Context: an optimization exercise on an open-source flow, tuned for small area, a short achievable clock period and few clock cycles. The choices shown serve that exercise and are no tape-out recipe. No run shown here included a check of the RTL's function; only the layout flow was run. Power and IR drop assume default switching activity.

===== flow/run.sh =====
#!/bin/bash
# The standard layout, with synthesis left to ABC for the adders: yosys's
# full/half-adder extraction (ADDER_MAP_FILE) is skipped, nothing else changes.
set -euo pipefail
bash standard.sh ADDER_MAP_FILE= finish > orfs_make.log 2>&1

===== standard.sh =====
#!/bin/bash
# synth_recipe.tcl (not shown) runs the flow's synth.tcl, then flattens the netlist and writes it again
# the make line also repeats each setting of config.mk as NAME=value (left out here)
make -C /OpenROAD-flow-scripts/flow DESIGN_CONFIG=/design/flow/config.mk WORK_HOME=/design/flow/orfs CLKGATE_MAP_FILE= SYNTH_SCRIPT=/design/flow/synth_recipe.tcl "${@:-finish}"

===== config.mk =====
export PLATFORM = sky130hd
export DESIGN_NAME = gvi_codec
export DESIGN_NICKNAME = gvi_codec
export VERILOG_FILES = /design/flow/design.v
export SDC_FILE = /design/flow/constraint.sdc
export NUM_CORES = 4
export LEC_CHECK = 0
export CAP_MARGIN = 20
export CORE_MARGIN = 2
export CORE_UTILIZATION = 40
export SETUP_SLACK_MARGIN = 3.5
export SLEW_MARGIN = 20

===== constraint.sdc =====
create_clock -name core_clock -period 7.0 [get_ports {clk}]
set_input_delay 1.4000 -clock core_clock [delete_from_list [all_inputs] [get_ports {clk}]]
set_output_delay 1.4000 -clock core_clock [all_outputs]
set_load 0.01 [all_outputs]

===== design.v =====
module gvi_safe_enc (
    input  wire [7:0] r,
    output wire [7:0] chr
);
    reg [7:0] off;
    always @(*) begin
        if      (r <= 8'd25)  off = 8'd65;      
        else if (r <= 8'd51)  off = 8'd71;      
        else if (r <= 8'd61)  off = -8'd4;      
        else if (r == 8'd62)  off = -8'd29;     
        else if (r <= 8'd66)  off = -8'd28;     
        else if (r <= 8'd74)  off = -8'd27;     
        else if (r <= 8'd80)  off = -8'd17;     
        else if (r == 8'd81)  off = 8'd10;      
        else if (r <= 8'd84)  off = 8'd11;      
        else if (r <= 8'd88)  off = 8'd38;      
        else if (r <= 8'd111) off = 8'd103;     
        else if (r <= 8'd121) off = 8'd104;     
        else                  off = 8'd65 - 8'd122;   
    end
    assign chr = r + off;
endmodule
module gvi_safe_dec (
    input  wire [7:0] chr,
    output reg        hit,
    output reg  [6:0] idx
);
    always @(*) begin
        hit = 1'b1;
        case (chr)
            8'h41: idx = 7'd0;
            8'h42: idx = 7'd1;
            8'h43: idx = 7'd2;
            8'h44: idx = 7'd3;
            8'h45: idx = 7'd4;
            8'h46: idx = 7'd5;
            8'h47: idx = 7'd6;
            8'h48: idx = 7'd7;
            8'h49: idx = 7'd8;
            8'h4a: idx = 7'd9;
            8'h4b: idx = 7'd10;
            8'h4c: idx = 7'd11;
            8'h4d: idx = 7'd12;
            8'h4e: idx = 7'd13;
            8'h4f: idx = 7'd14;
            8'h50: idx = 7'd15;
            8'h51: idx = 7'd16;
            8'h52: idx = 7'd17;
            8'h53: idx = 7'd18;
            8'h54: idx = 7'd19;
            8'h55: idx = 7'd20;
            8'h56: idx = 7'd21;
            8'h57: idx = 7'd22;
            8'h58: idx = 7'd23;
            8'h59: idx = 7'd24;
            8'h5a: idx = 7'd25;
            8'h61: idx = 7'd26;
            8'h62: idx = 7'd27;
            8'h63: idx = 7'd28;
            8'h64: idx = 7'd29;
            8'h65: idx = 7'd30;
            8'h66: idx = 7'd31;
            8'h67: idx = 7'd32;
            8'h68: idx = 7'd33;
            8'h69: idx = 7'd34;
            8'h6a: idx = 7'd35;
            8'h6b: idx = 7'd36;
            8'h6c: idx = 7'd37;
            8'h6d: idx = 7'd38;
            8'h6e: idx = 7'd39;
            8'h6f: idx = 7'd40;
            8'h70: idx = 7'd41;
            8'h71: idx = 7'd42;
            8'h72: idx = 7'd43;
            8'h73: idx = 7'd44;
            8'h74: idx = 7'd45;
            8'h75: idx = 7'd46;
            8'h76: idx = 7'd47;
            8'h77: idx = 7'd48;
            8'h78: idx = 7'd49;
            8'h79: idx = 7'd50;
            8'h7a: idx = 7'd51;
            8'h30: idx = 7'd52;
            8'h31: idx = 7'd53;
            8'h32: idx = 7'd54;
            8'h33: idx = 7'd55;
            8'h34: idx = 7'd56;
            8'h35: idx = 7'd57;
            8'h36: idx = 7'd58;
            8'h37: idx = 7'd59;
            8'h38: idx = 7'd60;
            8'h39: idx = 7'd61;
            8'h21: idx = 7'd62;
            8'h23: idx = 7'd63;
            8'h24: idx = 7'd64;
            8'h25: idx = 7'd65;
            8'h26: idx = 7'd66;
            8'h28: idx = 7'd67;
            8'h29: idx = 7'd68;
            8'h2a: idx = 7'd69;
            8'h2b: idx = 7'd70;
            8'h2c: idx = 7'd71;
            8'h2d: idx = 7'd72;
            8'h2e: idx = 7'd73;
            8'h2f: idx = 7'd74;
            8'h3a: idx = 7'd75;
            8'h3b: idx = 7'd76;
            8'h3c: idx = 7'd77;
            8'h3d: idx = 7'd78;
            8'h3e: idx = 7'd79;
            8'h3f: idx = 7'd80;
            8'h5b: idx = 7'd81;
            8'h5d: idx = 7'd82;
            8'h5e: idx = 7'd83;
            8'h5f: idx = 7'd84;
            8'h7b: idx = 7'd85;
            8'h7c: idx = 7'd86;
            8'h7d: idx = 7'd87;
            8'h7e: idx = 7'd88;
            8'hc0: idx = 7'd89;
            8'hc1: idx = 7'd90;
            8'hc2: idx = 7'd91;
            8'hc3: idx = 7'd92;
            8'hc4: idx = 7'd93;
            8'hc5: idx = 7'd94;
            8'hc6: idx = 7'd95;
            8'hc7: idx = 7'd96;
            8'hc8: idx = 7'd97;
            8'hc9: idx = 7'd98;
            8'hca: idx = 7'd99;
            8'hcb: idx = 7'd100;
            8'hcc: idx = 7'd101;
            8'hcd: idx = 7'd102;
            8'hce: idx = 7'd103;
            8'hcf: idx = 7'd104;
            8'hd0: idx = 7'd105;
            8'hd1: idx = 7'd106;
            8'hd2: idx = 7'd107;
            8'hd3: idx = 7'd108;
            8'hd4: idx = 7'd109;
            8'hd5: idx = 7'd110;
            8'hd6: idx = 7'd111;
            8'hd8: idx = 7'd112;
            8'hd9: idx = 7'd113;
            8'hda: idx = 7'd114;
            8'hdb: idx = 7'd115;
            8'hdc: idx = 7'd116;
            8'hdd: idx = 7'd117;
            8'hde: idx = 7'd118;
            8'hdf: idx = 7'd119;
            8'he0: idx = 7'd120;
            8'he1: idx = 7'd121;
            default: begin hit = 1'b0; idx = 7'd0; end
        endcase
    end
endmodule
module gvi_encoder (
    input  wire       clk,
    input  wire       rst,
    input  wire       in_valid,
    output wire       in_ready,
    input  wire [3:0] in_nib,
    input  wire       in_last,
    input  wire [3:0] in_shift,
    output wire       out_valid,
    input  wire       out_ready,
    output wire [7:0] out_char,
    output wire       out_last
);
    reg [13:0] buf_r;      
    reg  [2:0] wn;         
    reg        rh;         
    reg        full;       
    reg        drain;      
    reg        first;      
    reg  [3:0] mshift;
    reg  [7:0] pr;
    reg        pv, pesc, plast;
    reg  [7:0] ochar;
    reg        ovalid, olast;
    reg        ph;         
    wire [3:0] k0 = {wn[1:0], wn[2], 1'b0};                   
    wire [3:0] k1 = k0[3] ? k0 - 4'd7 : k0 + 4'd7;            
    wire [3:0] k  = full ? 4'd14 : (rh ? k1 : k0);
    assign in_ready  = !drain && (k <= 4'd10);
    assign out_valid = ovalid;
    assign out_char  = ochar;
    assign out_last  = olast;
    wire in_fire = in_valid & in_ready;
    wire [6:0] win = rh ? {buf_r[7], buf_r[8], buf_r[9], buf_r[10], buf_r[11], buf_r[12], buf_r[13]}
                        : {buf_r[0], buf_r[1], buf_r[2], buf_r[3], buf_r[4], buf_r[5], buf_r[6]};
    wire [6:0] mask = {1'b1, k > 4'd1, k > 4'd2, k > 4'd3, k > 4'd4, k > 4'd5, k > 4'd6};
    wire [6:0] sym  = win & mask;
    wire       esc  = (sym[6:3] == 4'b1111) & (sym[2] | sym[1]);
    wire       have = (k >= 4'd7) | (drain & (k != 4'd0));
    wire       fin  = drain & (k <= 4'd7);        
    wire ofree = !ovalid | out_ready;
    wire pmove = ofree & pv & (!pesc | ph);
    wire pfree = !pv | pmove;
    wire pop   = pfree & have;
    wire [7:0] safe_chr;
    gvi_safe_enc u_enc (.r(pr), .chr(safe_chr));
    always @(posedge clk) begin
        if (rst) begin
            wn     <= 3'd0;
            rh     <= 1'b0;
            full   <= 1'b0;
            drain  <= 1'b0;
            first  <= 1'b1;
            pv     <= 1'b0;
            ph     <= 1'b0;
            ovalid <= 1'b0;
        end else begin
            if (in_fire) begin
                if (wn == 3'd0) buf_r[0]  <= in_nib[3];
                if (wn == 3'd3) buf_r[0]  <= in_nib[1];
                if (wn == 3'd0) buf_r[1]  <= in_nib[2];
                if (wn == 3'd3) buf_r[1]  <= in_nib[0];
                if (wn == 3'd0) buf_r[2]  <= in_nib[1];
                if (wn == 3'd4) buf_r[2]  <= in_nib[3];
                if (wn == 3'd0) buf_r[3]  <= in_nib[0];
                if (wn == 3'd4) buf_r[3]  <= in_nib[2];
                if (wn == 3'd1) buf_r[4]  <= in_nib[3];
                if (wn == 3'd4) buf_r[4]  <= in_nib[1];
                if (wn == 3'd1) buf_r[5]  <= in_nib[2];
                if (wn == 3'd4) buf_r[5]  <= in_nib[0];
                if (wn == 3'd1) buf_r[6]  <= in_nib[1];
                if (wn == 3'd5) buf_r[6]  <= in_nib[3];
                if (wn == 3'd1) buf_r[7]  <= in_nib[0];
                if (wn == 3'd5) buf_r[7]  <= in_nib[2];
                if (wn == 3'd2) buf_r[8]  <= in_nib[3];
                if (wn == 3'd5) buf_r[8]  <= in_nib[1];
                if (wn == 3'd2) buf_r[9]  <= in_nib[2];
                if (wn == 3'd5) buf_r[9]  <= in_nib[0];
                if (wn == 3'd2) buf_r[10] <= in_nib[1];
                if (wn == 3'd6) buf_r[10] <= in_nib[3];
                if (wn == 3'd2) buf_r[11] <= in_nib[0];
                if (wn == 3'd6) buf_r[11] <= in_nib[2];
                if (wn == 3'd3) buf_r[12] <= in_nib[3];
                if (wn == 3'd6) buf_r[12] <= in_nib[1];
                if (wn == 3'd3) buf_r[13] <= in_nib[2];
                if (wn == 3'd6) buf_r[13] <= in_nib[0];
                wn    <= (wn == 3'd6) ? 3'd0 : wn + 3'd1;
                first <= in_last;
                if (first) mshift <= in_shift;
                if (in_last) drain <= 1'b1;
            end
            if (pfree) pv <= have;
            if (pop) begin
                pr    <= esc ? {5'd0, sym[2:0] - 3'd2} : {1'b0, sym} + {4'd0, mshift};
                pesc  <= esc;
                plast <= fin;
            end
            if (pop & fin) begin
                rh    <= 1'b0;
                wn    <= 3'd0;
                full  <= 1'b0;
                drain <= 1'b0;
            end else begin
                full <= pop ? 1'b0 : (full | (in_fire & !rh & (wn == 3'd6)));
                if (pop) rh <= !rh;
            end
            if (ofree) ovalid <= pv;
            if (ofree & pv) begin
                if (pesc & !ph) begin
                    ochar <= 8'h40;
                    olast <= 1'b0;
                    ph    <= 1'b1;
                end else begin
                    ochar <= pesc ? {5'b00110, pr[2:0]} : safe_chr;
                    olast <= plast;
                    ph    <= 1'b0;
                end
            end
        end
    end
endmodule
module gvi_decoder (
    input  wire       clk,
    input  wire       rst,
    input  wire       in_valid,
    output wire       in_ready,
    input  wire [7:0] in_char,
    input  wire       in_last,
    input  wire [3:0] in_shift,
    output wire       out_valid,
    input  wire       out_ready,
    output wire [3:0] out_nib,
    output wire [1:0] out_err,
    output wire       out_last
);
    localparam [1:0] E_NONE = 2'd0, E_CHAR = 2'd1, E_TRUNC = 2'd2, E_ESC = 2'd3;
    reg  [6:0] cidx;
    reg        chit;       
    reg        c_at;       
    reg        cd05;       
    reg        clast, cv;
    reg        first;      
    reg  [3:0] mshift;
    reg        esc_pend;   
    reg        skipping;   
    reg [13:0] buf_r;
    reg        wh;         
    reg  [2:0] rn;         
    reg        full;       
    reg        drain;      
    reg  [1:0] derr;       
    reg  [3:0] onib;
    reg  [1:0] oerr;
    reg        ovalid, olast;
    wire [3:0] kk0;
    assign kk0 = (rn == 3'd0) ? 4'd0 : (rn == 3'd1) ? 4'd10 : (rn == 3'd2) ? 4'd6 : (rn == 3'd3) ? 4'd2 :
                 (rn == 3'd4) ? 4'd12 : (rn == 3'd5) ? 4'd8 : 4'd4;    
    wire [3:0] k1 = kk0[3] ? kk0 - 4'd7 : kk0 + 4'd7;         
    wire [3:0] k  = full ? 4'd14 : (wh ? k1 : kk0);
    assign in_ready  = !cv | skipping | (!drain & ((k <= 4'd7) | c_at));
    assign out_valid = ovalid;
    assign out_nib   = onib;
    assign out_err   = oerr;
    assign out_last  = olast;
    wire in_fire = in_valid & in_ready;
    wire ofree = !ovalid | out_ready;
    wire rd    = ofree & (k >= 4'd4);
    wire erd   = ofree & !(k >= 4'd4) & drain & (derr != E_NONE);
    wire rfin  = rd & drain & (derr == E_NONE) & (k < 4'd8);    
    reg  [3:0] rnib;
    always @(*) begin
        case (rn)
            3'd0: rnib = {buf_r[0],  buf_r[1],  buf_r[2],  buf_r[3]};
            3'd1: rnib = {buf_r[4],  buf_r[5],  buf_r[6],  buf_r[7]};
            3'd2: rnib = {buf_r[8],  buf_r[9],  buf_r[10], buf_r[11]};
            3'd3: rnib = {buf_r[12], buf_r[13], buf_r[0],  buf_r[1]};
            3'd4: rnib = {buf_r[2],  buf_r[3],  buf_r[4],  buf_r[5]};
            3'd5: rnib = {buf_r[6],  buf_r[7],  buf_r[8],  buf_r[9]};
            default: rnib = {buf_r[10], buf_r[11], buf_r[12], buf_r[13]};
        endcase
    end
    wire done = rfin | erd;    
    wire       in_hit;
    wire [6:0] in_idx;
    gvi_safe_dec u_dec (.chr(in_char), .hit(in_hit), .idx(in_idx));
    wire [7:0] sub  = {1'b0, cidx} - {4'd0, mshift};
    wire [6:0] rsym = sub[7] ? (sub[6:0] + 7'd122) : sub[6:0];
    reg        want_wr;    
    reg  [6:0] psym;
    reg  [1:0] perr;
    always @(*) begin
        want_wr = 1'b0;
        psym    = rsym;
        perr    = E_NONE;
        if (esc_pend) begin
            psym = {4'b1111, cidx[2:0] - 3'd2};    
            if (cd05) want_wr = 1'b1;
            else perr = E_ESC;
        end else if (c_at) begin
            if (clast) perr = E_TRUNC;
        end else if (chit) begin
            want_wr = 1'b1;
        end else begin
            perr = E_CHAR;
        end
    end
    wire       room  = (k <= 4'd7) | (rd & (k <= 4'd11));    
    wire       proc  = cv & (skipping | (!drain & (!want_wr | room)));
    wire       wr    = proc & !skipping & want_wr;
    wire       bw    = cv & !drain & room;
    wire       perr_go = proc & !skipping & (perr != E_NONE);
    wire       fin_in  = (wr & clast) | perr_go;    
    integer i;
    always @(posedge clk) begin
        if (rst) begin
            cv       <= 1'b0;
            first    <= 1'b1;
            esc_pend <= 1'b0;
            skipping <= 1'b0;
            wh       <= 1'b0;
            rn       <= 3'd0;
            full     <= 1'b0;
            drain    <= 1'b0;
            derr     <= E_NONE;
            ovalid   <= 1'b0;
        end else begin
            if (in_fire) begin
                cidx  <= in_idx;
                chit  <= in_hit;
                c_at  <= (in_char == 8'h40);
                cd05  <= (in_char[7:3] == 5'b00110) & !(in_char[2] & in_char[1]);
                clast <= in_last;
                first <= in_last;
                if (first) mshift <= in_shift;
            end
            if (in_fire) cv <= 1'b1;
            else if (proc) cv <= 1'b0;
            if (proc) begin
                if (skipping) begin
                    if (clast) skipping <= 1'b0;
                end else begin
                    esc_pend <= !esc_pend & c_at & !clast;
                    if (perr != E_NONE) begin
                        derr     <= perr;
                        skipping <= !clast;
                    end
                end
            end
            if (bw) begin
                for (i = 0; i < 7; i = i + 1)
                    if (wh) buf_r[7 + i] <= psym[6 - i];
                    else    buf_r[i]     <= psym[6 - i];
            end
            if (wr) wh <= !wh;
            if (ofree) begin
                ovalid <= rd | erd;
                onib   <= rnib;
                oerr   <= rd ? E_NONE : derr;
                olast  <= rfin | erd;
            end
            if (rd) rn <= (rn == 3'd6) ? 3'd0 : rn + 3'd1;
            if (done) begin
                drain <= 1'b0;
                derr  <= E_NONE;
                full  <= 1'b0;
                wh    <= 1'b0;
                rn    <= 3'd0;
            end else begin
                if (fin_in) drain <= 1'b1;
                full <= wr ? (wh & (rd ? rn == 3'd6 : rn == 3'd0)) : (full & !rd);
            end
        end
    end
endmodule
module gvi_codec (
    input  wire       clk,
    input  wire       rst,
    input  wire       enc_in_valid,
    output wire       enc_in_ready,
    input  wire [3:0] enc_in_nib,
    input  wire       enc_in_last,
    input  wire [3:0] enc_in_shift,
    output wire       enc_out_valid,
    input  wire       enc_out_ready,
    output wire [7:0] enc_out_char,
    output wire       enc_out_last,
    input  wire       dec_in_valid,
    output wire       dec_in_ready,
    input  wire [7:0] dec_in_char,
    input  wire       dec_in_last,
    input  wire [3:0] dec_in_shift,
    output wire       dec_out_valid,
    input  wire       dec_out_ready,
    output wire [3:0] dec_out_nib,
    output wire [1:0] dec_out_err,
    output wire       dec_out_last
);
    gvi_encoder u_encoder (
        .clk(clk), .rst(rst),
        .in_valid(enc_in_valid), .in_ready(enc_in_ready),
        .in_nib(enc_in_nib), .in_last(enc_in_last), .in_shift(enc_in_shift),
        .out_valid(enc_out_valid), .out_ready(enc_out_ready),
        .out_char(enc_out_char), .out_last(enc_out_last)
    );
    gvi_decoder u_decoder (
        .clk(clk), .rst(rst),
        .in_valid(dec_in_valid), .in_ready(dec_in_ready),
        .in_char(dec_in_char), .in_last(dec_in_last), .in_shift(dec_in_shift),
        .out_valid(dec_out_valid), .out_ready(dec_out_ready),
        .out_nib(dec_out_nib), .out_err(dec_out_err), .out_last(dec_out_last)
    );
endmodule

==> results of run 1 <==
[cell type report]
class	count	area [sq um]	share of cell area [%]
Clock buffer	14	265.3	3.704
Clock inverter	2	12.51	0.1747
Inverter	20	75.07	1.048
Multi-Input combinational cell	538	3381	47.20
Sequential cell	96	2673	37.32
Tap cell	216	270.3	3.774
Timing Repair Buffer	50	485.5	6.778
[logic make-up (layout without fill, tap and decap cells)]
kind of cell / Yosys count / count (layout) / share of synthesized area, %
flip-flops: 96 / 96 / 41.83
AND/OR/NAND/NOR: 277 / 277 / 21.98
multiplexers: 31 / 31 / 5.683
XOR/XNOR: 30 / 30 / 4.144
buffers and inverters: 71 / 86 / 5.268
adder cells (fa/ha/maj): 9 / 9 / 1.539
AO/OA/AOI/OAI: 191 / 191 / 19.55
[layer usage]
metal	share of wire (%)	GRT usage [%]	wire, microns
met5	0	0	0
met4	1.4	4.681	196
met3	4.2	2.665	590
met2	47	27.84	6573
met1	48	23.88	6718
[stage by stage]
stage / hold WS (ns) / instances / util, %
after detailed placement: 0.4545 / 918 / 43.47
final: 0.4648 / 936 / 45.58
after global routing: 0.5051 / 936 / 45.58
after CTS: 0.4699 / 934 / 45.34
after floorplan: 0.4267 / 705 / -
after global placement: 0.4378 / 918 / 43.47
[flip-flops by register name, indices dropped and copies added (netlist names), 2 cells and up]
signal and flops:
u_encoder.buf_r 14, u_decoder.onib 4, u_decoder.derr 2, u_decoder.mshift 4
u_encoder.ochar 8, u_decoder.oerr 2, u_encoder.mshift 4, u_decoder.buf_r 14
u_encoder.pr 8, u_decoder.cidx 7, u_decoder.rn 3, u_encoder.wn 3
[timing repair]
action                     4_1_cts  5_1_grt
gates resized for setup         13       16
buffers inserted                 0        2
setup endpoints to repair       11        9
pin swaps                        0        2
[worst min path at each step]
stage / startpoint / to / slack (ns) / cells after the start
5_1_grt: u_decoder.first / u_decoder.first / 0.51 / 1
4_1_cts: u_decoder.first / u_decoder.first / 0.47 / 1
3_3_place_gp: u_decoder.first / u_decoder.first / 0.44 / 1
6_report: u_decoder.first / u_decoder.first / 0.46 / 1
3_5_place_dp: u_decoder.first / u_decoder.first / 0.45 / 1
2_1_floorplan: u_decoder.first / u_decoder.first / 0.43 / 1
[cells in the mapped netlist, drive strengths merged (9+ instances only)]
library cell,instances
a21oi,44
and2,11
buf,14
clkbuf,37
dfxtp,23
edfxtp,73
inv,19
maj3,9
mux2,20
mux2i,9
nand2,61
nand2b,16
nand3,20
nor2,77
nor2b,25
nor3,20
o21ai,55
xnor2,22
[power breakdown]
part | switching (mW) | internal [mW]
clock network | 0.201 | 0.264
logic | 0.244 | 0.206
registers | 0.0695 | 0.681
total | 0.514 | 1.15
==> impl_metrics.env, run 1 <==
export IMPL_synth_main_ff_cell="edfxtp_1"
export IMPL_final_common_cell="nor2_1"
export IMPL_cp_startpoint="u_decoder.rn[2]"
export IMPL_vias_per_cell=5.565
export IMPL_r2r_cells=7
export IMPL_setup_tns_ns=0
export IMPL_hold_viol=0
export IMPL_synth_top_area_cell="edfxtp_1"
export IMPL_crit_type="reg -> out"
export IMPL_pin_count=48
export IMPL_avgSynthCellArea_sq_um=8.994
export IMPL_power_density_mw_per_mm2=232.5
export IMPL_r2r_slack_ns=3.93
export IMPL_tightest_slew_ns=0.9999
export IMPL_cp_required_ns=5.60
export IMPL_avgRoutedWirePerCell_microns=15.04
export IMPL_synth_cell_types=75
export IMPL_path_cells="nor2_2 -> nor3_1 -> a211oi_2 -> o21ai_0 -> nand2_1 -> clkdlybuf4s50_1"
export IMPL_cpPeakStageDelay_ns=0.56
export IMPL_yosys_warnings=4
export IMPL_cts_buffer_depth=2
export IMPL_fin_area_sq_mm=0.007162
export IMPL_p_total_mw=1.665
export IMPL_cts_root_buf="clkbuf_16"
export IMPL_globalplace_congestion=0.8629
export IMPL_status="complete, no violations"
export IMPL_final_nets=743
export IMPL_critPathCapture="dec_in_ready"
export IMPL_ir_drop_mv=0.1234
export IMPL_synth_top_cell_area_share_pct=34.57
export IMPL_fillers=1512
export IMPL_worst_path_stages=6
export IMPL_fin_skew_ns=0.006298
export IMPL_overflow=0
export IMPL_cp_buffers_inverters=1
export IMPL_path_clk_slew_ns=0.06
export IMPL_ys_seq_area_share_pct=41.83
export IMPL_period_share_pct=48.37
export IMPL_grtUsageTotal_pct=17.13
export IMPL_slew_violations=0
export IMPL_path_max_fanout=15
export IMPL_first_pass_iters=5
export IMPL_reg2reg_from="u_encoder.pr[5]"
export IMPL_cts_hold_buffers=0
export IMPL_area_delta_synth_final_pct=12.94
export IMPL_synth_area_leaders="edfxtp_1 35%, dfxtp_1 7.3%, nor2_1 4.6%"
export IMPL_ys_ff_latch=96
export IMPL_vias=5209
export IMPL_start_util_pct=40.36
export IMPL_synth_area_sq_mm=0.006341
export IMPL_maxCapViolCount=0
export IMPL_drive_above_1_share_pct=10.42
export IMPL_antenna_found_initial=0
export IMPL_mostFrequentLayoutCells="76 x nor2_1, 73 x edfxtp_1, 61 x nand2_1"
export IMPL_portBuffers=47
export IMPL_power_leakage_nw=2.451
export IMPL_die_width_microns=129.9
export IMPL_grt_pass1_vias=4852
export IMPL_syn_inst=705
export IMPL_end_kind="output pin"
export IMPL_grt_setup_unrepaired="false"
export IMPL_syn_nets=733
export IMPL_clock_latency_ns=0.34
export IMPL_ctsHtreeMaxLevel=3
export IMPL_crit_arrival_ns=1.99
export IMPL_holdCritPathClass="reg -> reg"
export IMPL_grt_max_degree=32
export IMPL_core_sq_mm=0.01571
export IMPL_cts_sinks=96
export IMPL_fmax_mhz=295.3
export IMPL_async_reset_ff_share_pct=0
export IMPL_synth_edf_count=73
export IMPL_fin_crit_ns=3.386
export IMPL_fp_dieH_microns=129.9
export IMPL_row_count=46
export IMPL_ant_nets=0
export IMPL_relSlewSlack_pct=33.34
export IMPL_antenna_cells=0
export IMPL_slowest_stage="clkdlybuf4s50_1"
export IMPL_setup_viol=0
export IMPL_numCtsBuffers=9
export IMPL_detailed_place_hpwl_microns=10060
export IMPL_drc=0
export IMPL_critPathTopFamily="buffers and inverters"
export IMPL_drt_wl_total_microns=14080
export IMPL_grt_first_pass_wirelength_microns=23550
export IMPL_fin_ws_ns=3.614
export IMPL_timing_rr_end="u_encoder.ochar[5]"
export IMPL_drt_iter0_markers=511
export IMPL_placed_cell_area_sq_mm=0.006830
export IMPL_dp_slack_ns=2.985
export IMPL_dieArea_sq_mm=0.01688
export IMPL_cp_start_kind="flop"
export IMPL_cts_tree="yes"
==> run 2, diff against run 1 <==
--- a/config.mk
+++ b/config.mk
@@ -8,5 +8,5 @@
 export CAP_MARGIN = 20
 export CORE_MARGIN = 2
 export CORE_UTILIZATION = 40
-export SETUP_SLACK_MARGIN = 3.5
+export SETUP_SLACK_MARGIN = 4.2
 export SLEW_MARGIN = 20
==> run 2 against run 1 <==
Against the previous run: still clean on timing, DRC and antenna; sequential power is 2.8% lower; hold slack worse by 0.0074 ns; sequential cell count stayed put; clock power is 9.0% higher; routed wire length is 8.8% higher; sequential share of layout area is 3.1 points lower; combinational power is 29% higher; first-iteration DRC count is 13% higher; clock skew hardly changed; utilization is 4.2 points higher; synthesized cell count stayed put.
==> impl_metrics.env, run 2 <==
export IMPL_drt_iter0_markers=578
export IMPL_synth_top_cell_area_share_pct=34.57
export IMPL_ir_drop_mv=0.1292
export IMPL_vias=5501
export IMPL_row_count=46
export IMPL_detailed_place_hpwl_microns=9982
export IMPL_critPathTopFamily="adder cells"
export IMPL_end_kind="flop"
export IMPL_cts_tree="yes"
export IMPL_cts_sinks=96
export IMPL_fp_dieH_microns=129.9
export IMPL_critical_path_most_common_cell="maj3_2"
export IMPL_ant_nets=0
export IMPL_drt_wl_total_microns=15320
export IMPL_synth_main_ff_cell="edfxtp_1"
export IMPL_cp_start_kind="flop"
export IMPL_ctsHtreeMaxLevel=3
export IMPL_period_share_pct=41.82
export IMPL_maxCapViolCount=0
export IMPL_cts_buffer_depth=2
export IMPL_path_clk_slew_ns=0.07
export IMPL_path_max_fanout=5
export IMPL_yosys_warnings=4
export IMPL_holdCritPathClass="reg -> reg"
export IMPL_async_reset_ff_share_pct=0
export IMPL_avgRoutedWirePerCell_microns=15.58
export IMPL_cpPeakStageDelay_ns=0.46
export IMPL_synth_area_leaders="edfxtp_1 35%, dfxtp_1 7.3%, nor2_1 4.6%"
export IMPL_die_width_microns=129.9
export IMPL_path_cells="buf_4 -> o211ai_1 -> nand3_1 -> a21oi_1 -> a21oi_1 -> maj3_2 -> maj3_2 -> maj3_2 -> a221o_1"
export IMPL_power_leakage_nw=2.747
export IMPL_syn_inst=705
export IMPL_overflow=0
export IMPL_ys_top_cells_by_count="77 x nor2_1, 73 x edfxtp_1, 61 x nand2_1"
export IMPL_cp_buffers_inverters=1
export IMPL_fin_area_sq_mm=0.007825
export IMPL_vias_per_cell=5.596
export IMPL_synth_edf_count=73
export IMPL_grt_setup_unrepaired="true"
export IMPL_synth_cell_types=75
export IMPL_grt_max_degree=32
export IMPL_globalplace_congestion=0.8752
export IMPL_placed_cell_area_sq_mm=0.006870
export IMPL_pin_count=48
export IMPL_p_total_mw=1.818
export IMPL_avgSynthCellArea_sq_um=8.994
export IMPL_hold_viol=0
export IMPL_antenna_found_initial=0
export IMPL_drc=0
export IMPL_mostFrequentLayoutCells="73 x edfxtp_1, 67 x nor2_1, 60 x nand2_1"
export IMPL_ys_ff_latch=96
export IMPL_setup_viol=0
export IMPL_fin_skew_ns=0.006420
export IMPL_slowest_stage="edfxtp_1"
export IMPL_clock_latency_ns=0.35
export IMPL_yosysMostFrequentCell="nor2_1"
export IMPL_cts_hold_buffers=0
export IMPL_start_util_pct=40.36
export IMPL_portBuffers=47
export IMPL_tightest_slew_ns=0.7015
export IMPL_synth_top_area_cell="edfxtp_1"
export IMPL_grt_pass1_vias=5093
export IMPL_slew_violations=0
export IMPL_fin_crit_ns=2.927
export IMPL_setup_tns_ns=0
export IMPL_dieArea_sq_mm=0.01688
export IMPL_relSlewSlack_pct=53.06
export IMPL_fmax_mhz=341.6
export IMPL_grtUsageTotal_pct=18.03
export IMPL_final_common_cell="edfxtp_1"
export IMPL_power_density_mw_per_mm2=232.4
export IMPL_final_nets=790
export IMPL_status="complete, no violations"
export IMPL_top_regs="u_decoder.buf_r: 14 flops, u_encoder.buf_r: 14 flops"
export IMPL_numCtsBuffers=9
export IMPL_cts_root_buf="clkbuf_16"
export IMPL_drive_above_1_share_pct=21.90
export IMPL_crit_arrival_ns=3.02
export IMPL_area_delta_synth_final_pct=23.40
export IMPL_syn_nets=733
export IMPL_whs_ns=0.4573
export IMPL_ys_seq_area_share_pct=41.83
export IMPL_synth_area_sq_mm=0.006341
export IMPL_core_sq_mm=0.01571
export IMPL_first_pass_iters=5
export IMPL_grt_first_pass_wirelength_microns=24580
export IMPL_cp_required_ns=7.09
export IMPL_fin_util_pct=49.80
export IMPL_antenna_cells=0
export IMPL_crit_type="reg -> reg"
## run 2: cell counts after synthesis
Identical to the previous run, type by type.
## run 2: worst register-to-register path, cell delays in order (launching register included)
cell and delay [ns]:
edfxtp_1 0.46, buf_4 0.19, o211ai_1 0.21, nand3_1 0.14
a21oi_1 0.22, a21oi_1 0.11, maj3_2 0.35, maj3_2 0.38
maj3_2 0.31, a221o_1 0.30
## run 2: final timing paths
check                                startpoint                  to  slack, ns  cells past startpoint
worst max-delay path            u_encoder.pr[2]  u_encoder.ochar[5]       4.07                      9
worst min-delay path            u_decoder.first     u_decoder.first       0.46                      1
worst max register to register  u_encoder.pr[2]  u_encoder.ochar[5]       4.07                      9
worst min register to register  u_decoder.first     u_decoder.first       0.46                      1
## run 2: area by class of cell
cell class	count	area [sq um]
Fill cell	1419	7888
Multi-Input combinational cell	539	3642
Sequential cell	96	2676
Timing Repair Buffer	96	852.1
Tap cell	216	270.3
Clock buffer	9	225.2
Clock inverter	7	80.08
Inverter	20	78.83
## run 2: routing by layer
layer / global-route usage, % / up-vias / wire length, microns
met5: 0 / - / 0
met4: 7.211 / 0 / 363
met3: 3.526 / 37 / 785
met2: 29.35 / 181 / 7350
met1: 23.71 / 2572 / 6816
li1: - / 2711 / -
## run 2: logic make-up after synthesis
logic type / share of synthesized area (%)
simple gates: 21.98
compound gates: 19.55
flops: 41.83
buf+inv: 5.268
mux: 5.683
xor+xnor: 4.144
fa+ha+maj: 1.539
## run 2: through the flow
stage                     cells  setup slack [ns]
after global routing        983             4.023
after global placement      919             2.994
after CTS                   968             3.971
after detailed placement    919             2.983
after floorplan             705             4.190
final                       983             4.073
## run 2: report_power, final
part | leakage (nW) | switching (mW) | internal, mW | total, mW
registers | 0.872 | 0.0497 | 0.680 | 0.730
logic | 1.73 | 0.308 | 0.273 | 0.581
clock network | 0.148 | 0.226 | 0.281 | 0.507
## run 2: repair_timing
action                                  CTS  global route
endpoints found under the setup margin   70            53
pin swaps                                13            18
buffers inserted                         31            15
cloned                                    2             0
gates resized for setup                  77            46

## re-timing with driven ports
In the flow no input, the clock included, has a driving cell. The finished layouts below were timed again as built, in two steps. Step 1 sets driving cells, clkbuf_16 on the clock port and buf_2 on the other inputs (assumed; they add their load-dependent delay and slew). Step 2 adds t to the input delays and takes it off the output delays; t is the mean of the earliest and latest rising clock arrival at the registers after step 1. Input paths then give back, and output paths get back, about the clock's delay inside the block. a / b / c = ideal / step 1 / step 2; a / b = the first two.
| run | t, ns | setup slack, ns | clock arrival spread, ns |
|---|---|---|---|
| run 1 | 0.371 | 3.614 / 3.578 / 3.292 | 0.007 / 0.008 |
| run 2 | 0.389 | 4.073 / 4.073 / 3.917 | 0.008 / 0.008 |
After both steps every run listed still meets setup and hold. The setup slack of run 1, which loses most, moves by -0.036 ns with the drivers and by -0.322 ns with both steps.
